Background: an optimization exercise with open tools, aiming at small area, a short achievable clock period and few clock cycles. Do not read the settings as production practice. In this exercise RTL edits were held to simulation tests only and were not proved equivalent to the original. Power figures rest on the tool's default switching activity, not on a simulated workload.

Setup of the reference run:
// midi_framer
module midi_framer (
  input  wire       clk,
  input  wire       rst,         
  input  wire       ev_valid,
  output wire       ev_ready,
  input  wire       ev_idle,     
  input  wire [7:0] ev_byte,
  output wire       wr_valid,
  input  wire       wr_ready,
  output wire [7:0] wr_addr,
  output wire [7:0] wr_data
);
  localparam [1:0] C_OTHER = 2'd0, C_RAW = 2'd1, C_ON = 2'd2, C_OFF = 2'd3;
  localparam [9:0] TC_534 = 10'h05D, TC_536 = 10'h175, TC_998 = 10'h159;
  localparam [2:0] VK_4 = 3'd5, VK_5 = 3'd6, VK_6 = 3'd3, VK_0 = 3'd0;
  reg  [9:0] tc;
  reg  [6:0] te;
  reg        lf;         
  reg        pn;         
  reg  [6:0] vn0, vn1, vn2;
  reg  [2:0] vk0, vk1, vk2;
  reg        sv;
  reg  [1:0] cls;
  reg        cnt;
  reg  [6:0] fn;
  reg        ir_v;
  reg        iw;         
  reg        id1;        
  reg        ir_idle;
  reg  [7:0] ir_b;
  reg        sr;         
  reg        mp;         
  reg        mo;         
  reg        h_v;        
  reg  [6:0] h_a;
  reg  [7:0] h_d;
  reg        hr;         
  reg  [2:0] pm;         
  reg        ap;         
  assign ev_ready = ~((iw & (mp | h_v)) | (id1 & ap));
  assign wr_valid = mo | h_v;
  assign wr_addr  = mo ? 8'h07 : {1'b0, h_a};
  assign wr_data  = mo ? 8'h38 : h_d;
  wire busy = mp | h_v;
  wire proc = ir_v & ~(iw & busy) & ~(id1 & ap);
  wire occ0 = (vn0 != 7'd0), occ1 = (vn1 != 7'd0), occ2 = (vn2 != 7'd0);
  ...
Size: roughly 31 I/O pins, about 5400 sq um of cells after synthesis.
Settings: LEC_CHECK=0, CAP_MARGIN=20, CORE_MARGIN=2, CORE_UTILIZATION=40, SLEW_MARGIN=20; clock period 10.0 ns.
standard.sh (not shown) runs the stock make flow with config.mk's settings and CLKGATE_MAP_FILE= SYNTH_SCRIPT=/design/flow/synth_recipe.tcl, a recipe that flattens the netlist after the stock synthesis.
==> flow/flow/run.sh <==
#!/bin/bash
# Layout: the standard ORFS flow (standard.sh), with two changes:
#  1. after the standard synthesis, the combinational logic is mapped again by Yosys's
#     default ABC script (flip-flops, their names and cell types are kept as they are);
#  2. repair_timing aims for extra setup slack, and the ports get plain buffers (still
#     one buffer per port, as in the standard flow).
set -euo pipefail
KNOBS=(SETUP_SLACK_MARGIN=6.8 TNS_END_PERCENT=100 MATCH_CELL_FOOTPRINT=0
       "BUFFER_PORTS_ARGS=-buffer_cell sky130_fd_sc_hd__buf_4")
RES=orfs/results/${FLOW_PLATFORM}/midi_framer/base
bash standard.sh "${KNOBS[@]}" synth > flow_synth.log 2>&1
cp $RES/1_2_yosys.v $RES/1_2_yosys_standard.v
LIB=$FLOW_HOME/platforms/${FLOW_PLATFORM}/lib/sky130_fd_sc_hd__tt_025C_1v80.lib
DONT_USE=""
for c in $(grep -o 'sky130_fd_sc_hd__\(probe\|probec\|lpflow\)[a-z0-9_]*' $FLOW_HOME/platforms/${FLOW_PLATFORM}/config.mk); do
  DONT_USE="$DONT_USE -dont_use $c"
done
cat > remap.ys <<EOY
read_liberty -ignore_miss_func $LIB
read_verilog $RES/1_2_yosys_standard.v
hierarchy -top $FLOW_TOP
setattr -mod -set keep_hierarchy 1 sky130_fd_sc_hd__dfxtp_* sky130_fd_sc_hd__edfxtp_* sky130_fd_sc_hd__dfrtp_* sky130_fd_sc_hd__conb_1
flatten
opt_clean -purge
abc -liberty $LIB $DONT_USE
opt_clean -purge
hilomap -singleton -hicell sky130_fd_sc_hd__conb_1 HI -locell sky130_fd_sc_hd__conb_1 LO
opt_clean -purge
select $FLOW_TOP
tee -o remap_stat.txt stat -liberty $LIB
write_verilog -noattr -nohex -nodec -selected $RES/1_2_yosys.v
EOY
yosys -s remap.ys > flow_remap.log 2>&1
rm -f $RES/1_synth.odb $RES/1_synth.sdc
bash standard.sh "${KNOBS[@]}" finish > flow_layout.log 2>&1
The reference run finished every step from synthesis to the final layout, and the layout passed the timing, design-rule and antenna checks.
Testbench counts of the reference run, summed over its fixed seeds: cycles 233,299.
> inputs changed (the reference run -> the trial run)
--- a/flow/flow/run.sh
+++ b/flow/flow/run.sh
@@ -7,3 +7,3 @@
 set -euo pipefail
-KNOBS=(SETUP_SLACK_MARGIN=6.8 TNS_END_PERCENT=100 MATCH_CELL_FOOTPRINT=0
+KNOBS=(SETUP_SLACK_MARGIN=7.3 TNS_END_PERCENT=100 MATCH_CELL_FOOTPRINT=0
        "BUFFER_PORTS_ARGS=-buffer_cell sky130_fd_sc_hd__buf_4")
==> notes.md <==
The trial run against the reference run: wire length rose 8.1%; sequential logic power has remained practically unchanged.
The core of the trial run is more densely filled than that of the reference run.
Fmax: the trial run > the reference run
| multi-input combinational cell count | the trial run vs the reference run | ≈ equal |
Of the trial run and the reference run, it is the trial run that has the higher number of vias per cell.
Wire length of the first global-routing pass, the trial run and the reference run: smaller value in the reference run
In the trial run, the number of iterations in the first detailed-routing pass came out 1 above the value in the reference run.
Transition time at the pin with the least slew margin (the trial run over the reference run): increase, 0.14 ns
Changes observed in the trial run relative to the reference run: number of global-route vias before repair saw an increase; post-route worst setup slack saw an increase.

==> re-timing with driven ports <==
The flow's constraints put no driver on any port. The routed layouts listed below were extracted and timed again, unchanged, in two steps. Step 1 assumes that a clkbuf_16 drives the clock port and a buf_2 every other input. Step 2 adds t to the input delays and takes it off the output delays; t is the mean of the earliest and latest rising clock arrival at the registers after step 1. Input paths then give back, and output paths get back, about the clock's delay inside the block. Slacks: ideal / step 1 / step 2; pairs: ideal / step 1.
run	t (ns)	setup slack, ns	hold slack, ns
the reference run	0.392	6.798 / 6.755 / 6.463	0.489 / 0.489 / 0.489
the trial run	0.389	6.862 / 6.823 / 6.590	0.478 / 0.478 / 0.478
After both steps setup and hold are still met in every run listed. For the reference run, which loses most, drivers alone change the setup slack by -0.043 ns; drivers and shift together by -0.335 ns.
